This design comes from an exercise in tuning for small area, a short achievable clock period and few clock cycles per item on the open sky130 flow, not from production work.
Where RTL was checked, it was by simulation tests only, not by an equivalence proof against the original.

## v1
==> flow/design.v (excerpt) <==
module ectf17_sc (
    input  wire         clk,
    input  wire         rst,
    input  wire         cmd_valid,
    output wire         cmd_ready,
    input  wire [1:0]   cmd_op,
    input  wire [127:0] cmd_data,
    output reg          rsp_valid,
    output wire [127:0] rsp_data
);
    localparam [1:0] OP_LOAD = 2'd0, OP_CRYPT = 2'd1, OP_ADV = 2'd2, OP_MASK = 2'd3;
    localparam [31:0] IV0 = 32'h6a09e667, IV1 = 32'hbb67ae85,
                      IV2 = 32'h3c6ef372, IV3 = 32'ha54ff53a,
                      IV7 = 32'h5be0cd19;
    localparam [2047:0] KTAB = {
        32'hc67178f2, 32'hbef9a3f7, 32'ha4506ceb, 32'h90befffa,
        32'h8cc70208, 32'h84c87814, 32'h78a5636f, 32'h748f82ee,
        32'h682e6ff3, 32'h5b9cca4f, 32'h4ed8aa4a, 32'h391c0cb3,
        32'h34b0bcb5, 32'h2748774c, 32'h1e376c08, 32'h19a4c116,
        32'h106aa070, 32'hf40e3585, 32'hd6990624, 32'hd192e819,
        32'hc76c51a3, 32'hc24b8b70, 32'ha81a664b, 32'ha2bfe8a1,
  ...
==> flow/config.mk <==
export PLATFORM = sky130hd
export DESIGN_NAME = ectf17_sc
export DESIGN_NICKNAME = ectf17_sc
export VERILOG_FILES = /design/flow/design.v
export SDC_FILE = /design/flow/constraint.sdc
export NUM_CORES = 4
export LEC_CHECK = 0
export ABC_CLOCK_PERIOD_IN_PS = 5000
export CAP_MARGIN = 20
export CORE_MARGIN = 2
export CORE_UTILIZATION = 40
export PLACE_DENSITY = 0.6
export SETUP_SLACK_MARGIN = 5
export SLEW_MARGIN = 20
==> flow/constraint.sdc <==
create_clock -name core_clock -period 10.0 [get_ports {clk}]
set_input_delay 2.0000 -clock core_clock [delete_from_list [all_inputs] [get_ports {clk}]]
set_output_delay 2.0000 -clock core_clock [all_outputs]
set_load 0.01 [all_outputs]
run.sh (not shown) runs the stock make flow with config.mk's settings and CLKGATE_MAP_FILE= SYNTH_SCRIPT=/design/flow/synth_recipe.tcl, a recipe that flattens the netlist after the stock synthesis.
diff inputs: v1 => v39
-- flow/design.v --
<<< v1, line 17
    input  wire         wload,        
    input  wire [127:0] wval,
    input  wire         wxor,         
    input  wire [127:0] wx,
    input  wire         whold,        
    output wire [31:0]  a_new,
>>> v39, line 17
    input  wire         wload,        
    input  wire [127:0] wval,
    input  wire         whold,        
    output wire [31:0]  a_new,
<<< v1, line 25
    output wire [31:0]  c_q,
    output wire [31:0]  w0_q,
    output wire [31:0]  w1_q,
    output wire [127:0] w03_q
);
    localparam [31:0] IV0 = 32'h6a09e667, IV1 = 32'hbb67ae85,
>>> v39, line 23
    output wire [31:0]  c_q,
    output wire [31:0]  w0_q,
    output wire [31:0]  w1_q
);
    localparam [31:0] IV0 = 32'h6a09e667, IV1 = 32'hbb67ae85,
<<< v1, line 111
            w[2] <= wval[63:32];
            w[3] <= wval[31:0];
        end else if (wxor) begin
            w[0] <= w[0] ^ wx[127:96];
            w[1] <= w[1] ^ wx[95:64];
            w[2] <= w[2] ^ wx[63:32];
            w[3] <= w[3] ^ wx[31:0];
        end else if (!whold) begin
            for (i = 0; i < 4; i = i + 1)
>>> v39, line 108
            w[2] <= wval[63:32];
            w[3] <= wval[31:0];
        end else if (!whold) begin
            for (i = 0; i < 4; i = i + 1)
<<< v1, line 126
    assign w0_q = w[0];
    assign w1_q = w[1];
    assign w03_q = {w[0], w[1], w[2], w[3]};
endmodule
module ectf17_sc (
>>> v39, line 118
    assign w0_q = w[0];
    assign w1_q = w[1];
endmodule
module ectf17_sc (
<<< v1, line 165
    reg         k0, k1, n0, n1, n9, n14;
    reg         lastr;        
    wire idle = !busy && !pend;
    assign cmd_ready = idle || (cmd_op == OP_LOAD);
>>> v39, line 156
    reg         k0, k1, n0, n1, n9, n14;
    reg         lastr;        
    reg [127:0] mreg;         
    wire idle = !busy && !pend;
    assign cmd_ready = idle || (cmd_op == OP_LOAD);
<<< v1, line 191
    sha256_kh #(.PB(0)) u_adv (
        .clk(clk), .start(start), .ph(ph), .k0(k0), .k1(k1), .n0(n0), .n1(n1), .n9(n9), .n14(n14), .kn(kn), .hkw_init(hkw_init),
        .kw0(aw0), .kw1(aw1), .wload(kload), .wval(kval), .wxor(1'b0), .wx(128'd0), .whold(!busy),
        .a_new(a_an), .a_q(a_aq), .b_q(a_bq), .c_q(a_cq), .w0_q(aw0), .w1_q(aw1), .w03_q());
    sha256_kh #(.PB(1)) u_mask (
        .clk(clk), .start(start), .ph(ph), .k0(k0), .k1(k1), .n0(n0), .n1(n1), .n9(n9), .n14(n14), .kn(kn), .hkw_init(hkw_init),
        .kw0(aw0), .kw1(aw1), .wload(last), .wval(mask_dig), .wxor(do_crypt), .wx(cmd_data), .whold(!busy),
        .a_new(m_an), .a_q(m_aq), .b_q(m_bq), .c_q(m_cq), .w0_q(), .w1_q(), .w03_q(rsp_data));
    always @(posedge clk) begin
        if (rst) begin
>>> v39, line 183
    sha256_kh #(.PB(0)) u_adv (
        .clk(clk), .start(start), .ph(ph), .k0(k0), .k1(k1), .n0(n0), .n1(n1), .n9(n9), .n14(n14), .kn(kn), .hkw_init(hkw_init),
        .kw0(aw0), .kw1(aw1), .wload(kload), .wval(kval), .whold(!busy),
        .a_new(a_an), .a_q(a_aq), .b_q(a_bq), .c_q(a_cq), .w0_q(aw0), .w1_q(aw1));
    sha256_kh #(.PB(1)) u_mask (
        .clk(clk), .start(start), .ph(ph), .k0(k0), .k1(k1), .n0(n0), .n1(n1), .n9(n9), .n14(n14), .kn(kn), .hkw_init(hkw_init),
        .kw0(aw0), .kw1(aw1), .wload(1'b0), .wval(128'd0), .whold(1'b0),
        .a_new(m_an), .a_q(m_aq), .b_q(m_bq), .c_q(m_cq), .w0_q(), .w1_q());
    always @(posedge clk) begin
        if (rst) begin
<<< v1, line 235
            lastr <= (t == 6'd62);
        end
    end
endmodule
>>> v39, line 227
            lastr <= (t == 6'd62);
        end
        if (last)
            mreg <= mask_dig;
        else if (do_crypt)
            mreg <= mreg ^ cmd_data;
    end
    assign rsp_data = mreg;
endmodule
## What came out
Summary — total area of sequential cells, v39 relative to v1: higher, by 2600 um2.
Taking v1 as the reference, in v39 sequential share of layout area increased by 2.0 points relative to the old numbers, post-synth net total went down about 1.2%, fraction of layout instances using a drive strength above 1 went up.
v39 improves on v1 in routed wire length.
Summary of v39 over v1: fraction of cell area in non-clock buffers higher; number of buffers and inverters on the critical path moved down; setup slack went down.
Function was not checked in any run of this note: the RTL went through the layout flow alone.


ectf17_sc, a different RTL version from the one above (not shown whole).
Size: about 8200 cells after synthesis, ~1600 flip-flops, roughly 260 I/O pins, roughly 81000 um^2 of cells after synthesis.
==> module sha256_kh, before the edit <==
module sha256_kh #(
    parameter PB = 0                  
) (
    input  wire         clk,
    input  wire         start,        
    input  wire [16:0]  ph,           
    input  wire         k0,           
    input  wire         k1,           
    input  wire         n0,           
    input  wire         n1,           
    input  wire         n9,           
    input  wire         n14,          
    input  wire [31:0]  kn,           
    input  wire [31:0]  hkw_init,     
    input  wire [31:0]  kw0,          
    input  wire [31:0]  kw1,          
    input  wire         q61,          
    input  wire         q62,          
    input  wire         q63,          
    input  wire         fresh,        
    input  wire         wload,        
    input  wire [127:0] wval,
    input  wire         wxor,         
    input  wire [127:0] wx,
    input  wire         whold,        
    output wire [31:0]  a_new,
    output wire [31:0]  a_q,
    output wire [31:0]  b_q,
    output wire [31:0]  c_q,
    output wire [31:0]  w0_q,
    output wire [31:0]  w1_q,
    output wire [127:0] w03_q
);
    localparam [31:0] IV0 = 32'h6a09e667, IV1 = 32'hbb67ae85,
                      IV2 = 32'h3c6ef372, IV3 = 32'ha54ff53a,
                      IV4 = 32'h510e527f, IV5 = 32'h9b05688c,
                      IV6 = 32'h1f83d9ab;
    localparam [127:0] DOM = PB ? 128'h101112131415161718191a1b1c1d1e1f
                                : 128'h000102030405060708090a0b0c0d0e0f;
    function [31:0] wc;
        input integer i;
        begin
            case (i)
                5'd4:  wc = DOM[127:96];
                5'd5:  wc = DOM[95:64];
                5'd6:  wc = DOM[63:32];
                5'd7:  wc = DOM[31:0];
                5'd8:  wc = 32'h80000000;
                5'd15: wc = 32'd256;
                default: wc = 32'd0;
            endcase
        end
    endfunction
    function [31:0] csa_s;
        input [31:0] x, y, z;
        csa_s = x ^ y ^ z;
    endfunction
    function [31:0] csa_c;
        input [31:0] x, y, z;
        csa_c = {((x[30:0] & y[30:0]) | (x[30:0] & z[30:0]) | (y[30:0] & z[30:0])), 1'b0};
    endfunction
    reg [31:0] a, b, c, d, e, f, g, hkw;
    reg [31:0] w [0:15];
    reg [31:0] c0, c1, c9;
    integer j;
    always @(*) begin
        c0 = 32'd0; c1 = 32'd0; c9 = 32'd0;
        for (j = 4; j <= 15; j = j + 1) c0 = c0 | (ph[j] ? wc(j) : 32'd0);
        for (j = 3; j <= 14; j = j + 1) c1 = c1 | (ph[j] ? wc(j + 1) : 32'd0);
        for (j = 0; j <= 6;  j = j + 1) c9 = c9 | (ph[j] ? wc(j + 9) : 32'd0);
    end
    wire        tail = q61 | q62 | q63;
    wire [31:0] wt   = (k0 ? kw0 : 32'd0) | c0 | ((n0 && !tail) ? w[0] : 32'd0) | (tail ? a : 32'd0);
    wire [31:0] wt1  = (k1 ? kw1 : 32'd0) | c1 | (n1 ? w[1] : 32'd0);
    wire [31:0] wt9  = c9 | ((n9 && !tail) ? w[9] : 32'd0) |
                       (q61 ? IV3 : 32'd0) | (q62 ? IV2 : 32'd0) | (q63 ? IV1 : 32'd0);
    wire [31:0] wt14 = (ph[1] ? 32'd256 : 32'd0) | ((n14 && !tail) ? w[14] : 32'd0);
    wire [31:0] wt1s = tail ? 32'd0 : wt1;
    wire [31:0] s1  = {e[5:0], e[31:6]} ^ {e[10:0], e[31:11]} ^ {e[24:0], e[31:25]};
    wire [31:0] ch  = (e & f) ^ (~e & g);
    wire [31:0] s0  = {a[1:0], a[31:2]} ^ {a[12:0], a[31:13]} ^ {a[21:0], a[31:22]};
    wire [31:0] maj = (a & b) ^ (a & c) ^ (b & c);
    wire [31:0] x1s = csa_s(s1, ch, hkw);
    wire [31:0] x1c = csa_c(s1, ch, hkw);
    wire [31:0] e2s = csa_s(x1s, x1c, d);
    wire [31:0] e2c = csa_c(x1s, x1c, d);
    wire [31:0] a2s = csa_s(x1s, x1c, s0);
    wire [31:0] a2c = csa_c(x1s, x1c, s0);
    wire [31:0] a3s = csa_s(a2s, a2c, maj);
    wire [31:0] a3c = csa_c(a2s, a2c, maj);
    wire [31:0] e_new = e2s + e2c;
    assign      a_new = a3s + a3c;
    wire [31:0] hks = csa_s(g, kn, wt1);
    wire [31:0] hkc = csa_c(g, kn, wt1);
    wire [31:0] hkw_next = hks + hkc;
    wire [31:0] ss0 = {wt1s[6:0], wt1s[31:7]} ^ {wt1s[17:0], wt1s[31:18]} ^ (wt1s >> 3);
    wire [31:0] ss1 = {wt14[16:0], wt14[31:17]} ^ {wt14[18:0], wt14[31:19]} ^ (wt14 >> 10);
    wire [31:0] m1s = csa_s(ss0, ss1, wt9);
    wire [31:0] m1c = csa_c(ss0, ss1, wt9);
    wire [31:0] m2s = csa_s(m1s, m1c, wt);
    wire [31:0] m2c = csa_c(m1s, m1c, wt);
    wire [31:0] wnew = m2s + m2c;
    integer i;
    always @(posedge clk) begin
        if (start) begin
            a <= IV0; b <= IV1; c <= IV2; d <= IV3;
            e <= IV4; f <= IV5; g <= IV6; hkw <= hkw_init;
        end else begin
            a <= a_new; b <= a; c <= b; d <= c;
            e <= e_new; f <= e; g <= f; hkw <= hkw_next;
        end
        for (i = 4; i < 15; i = i + 1)
            w[i] <= w[i + 1];
        w[15] <= wnew;
        if (wload) begin
            w[0] <= wval[127:96];
            w[1] <= wval[95:64];
            w[2] <= wval[63:32];
            w[3] <= wval[31:0];
        end else if (fresh || wxor) begin
            w[0] <= (fresh ? a     : w[0]) ^ (wxor ? wx[127:96] : 32'd0);
            w[1] <= (fresh ? w[15] : w[1]) ^ (wxor ? wx[95:64]  : 32'd0);
            w[2] <= (fresh ? w[14] : w[2]) ^ (wxor ? wx[63:32]  : 32'd0);
            w[3] <= (fresh ? w[13] : w[3]) ^ (wxor ? wx[31:0]   : 32'd0);
        end else if (!whold) begin
            for (i = 0; i < 4; i = i + 1)
                w[i] <= w[i + 1];
        end
    end
    assign a_q  = a;
    assign b_q  = b;
    assign c_q  = c;
    assign w0_q = w[0];
    assign w1_q = w[1];
    assign w03_q = {w[0], w[1], w[2], w[3]};
endmodule
Settings: LEC_CHECK=0, CAP_MARGIN=20, CORE_MARGIN=2, CORE_UTILIZATION=40, CTS_CLUSTER_DIAMETER=80, CTS_CLUSTER_SIZE=20, PLACE_DENSITY=0.6, SETUP_SLACK_MARGIN=5, SLEW_MARGIN=20; clock period 10.0 ns.
Testbench counts at the start, summed over its fixed seeds: cycles 33,872, items 512.
==> next run, changes <==
--- a/flow/design.v
+++ b/flow/design.v
@@ -59,9 +59,9 @@
         input [31:0] x, y, z;
         csa_c = {((x[30:0] & y[30:0]) | (x[30:0] & z[30:0]) | (y[30:0] & z[30:0])), 1'b0};
     endfunction
     reg [31:0] a, b, c, d, e, f, g, hkw;
-    reg [31:0] w [0:15];
+    reg [31:0] w [0:14];
     reg [31:0] c0, c1, c9;
     integer j;
     always @(*) begin
         c0 = 32'd0; c1 = 32'd0; c9 = 32'd0;
@@ -98,9 +98,10 @@
     wire [31:0] m1s = csa_s(ss0, ss1, wt9);
     wire [31:0] m1c = csa_c(ss0, ss1, wt9);
     wire [31:0] m2s = csa_s(m1s, m1c, wt);
     wire [31:0] m2c = csa_c(m1s, m1c, wt);
-    wire [31:0] wnew = m2s + m2c;
+    reg  [31:0] wcs, wcc;              
+    wire [31:0] wnew = wcs + wcc;      
     integer i;
     always @(posedge clk) begin
         if (start) begin
             a <= IV0; b <= IV1; c <= IV2; d <= IV3;
@@ -108,19 +109,21 @@
         end else begin
             a <= a_new; b <= a; c <= b; d <= c;
             e <= e_new; f <= e; g <= f; hkw <= hkw_next;
         end
-        for (i = 4; i < 15; i = i + 1)
+        for (i = 4; i < 14; i = i + 1)
             w[i] <= w[i + 1];
-        w[15] <= wnew;
+        w[14] <= wnew;
+        wcs   <= m2s;
+        wcc   <= m2c;
         if (wload) begin
             w[0] <= wval[127:96];
             w[1] <= wval[95:64];
             w[2] <= wval[63:32];
             w[3] <= wval[31:0];
         end else if (fresh || wxor) begin
             w[0] <= (fresh ? a     : w[0]) ^ (wxor ? wx[127:96] : 32'd0);
-            w[1] <= (fresh ? w[15] : w[1]) ^ (wxor ? wx[95:64]  : 32'd0);
+            w[1] <= (fresh ? wnew  : w[1]) ^ (wxor ? wx[95:64]  : 32'd0);
             w[2] <= (fresh ? w[14] : w[2]) ^ (wxor ? wx[63:32]  : 32'd0);
             w[3] <= (fresh ? w[13] : w[3]) ^ (wxor ? wx[31:0]   : 32'd0);
         end else if (!whold) begin
             for (i = 0; i < 4; i = i + 1)
Area after synthesis rises by 1.5%.
Non-clock buffer count falls by 68.
Register-to-register slack improves by 0.47 ns.
Cell area goes down by 0.47%.
Routed wire length came out higher by 2.8%.
Core utilization decreases by 0.82 points.
Testbench counts after the change, summed over its fixed seeds: cycles 33,872, items 512.

what the ideal ports hide:
How much do the figures lean on ideal ports? The routed layouts below were timed once more, with nothing changed but the port constraints. Step 1, drivers: a clkbuf_16 drives clk and a buf_2 each remaining input, both assumed. Step 2 moves the port delays by t, midway between the first and last clock arrival at a register: inputs arrive t later, outputs are due t later. That takes back most of the time a late clock gives input paths. Slacks: ideal / step 1 / step 2; pairs: ideal / step 1.
| run | shift t [ns] | setup WS [ns] | latest minus earliest clock arrival (ns) | worst data-port slew with drivers (ns) |
|---|---|---|---|---|
| v1 | 0.916 | 4.797 / 4.797 / 4.501 | 0.097 / 0.097 | 0.19 |
| v39 | 0.914 | 4.509 / 4.509 / 4.485 | 0.057 / 0.057 | 0.07 |
| the first run of note 2 | 0.914 | 4.423 / 4.423 / 4.410 | 0.114 / 0.114 | 0.33 |
| the second run of note 2 | 0.905 | 4.896 / 4.896 / 4.270 | 0.082 / 0.083 | 0.25 |
After both steps setup and hold are still met in every run listed. For the second run of note 2, which loses most, drivers alone change the setup slack by 0.000 ns; drivers and shift together by -0.626 ns.
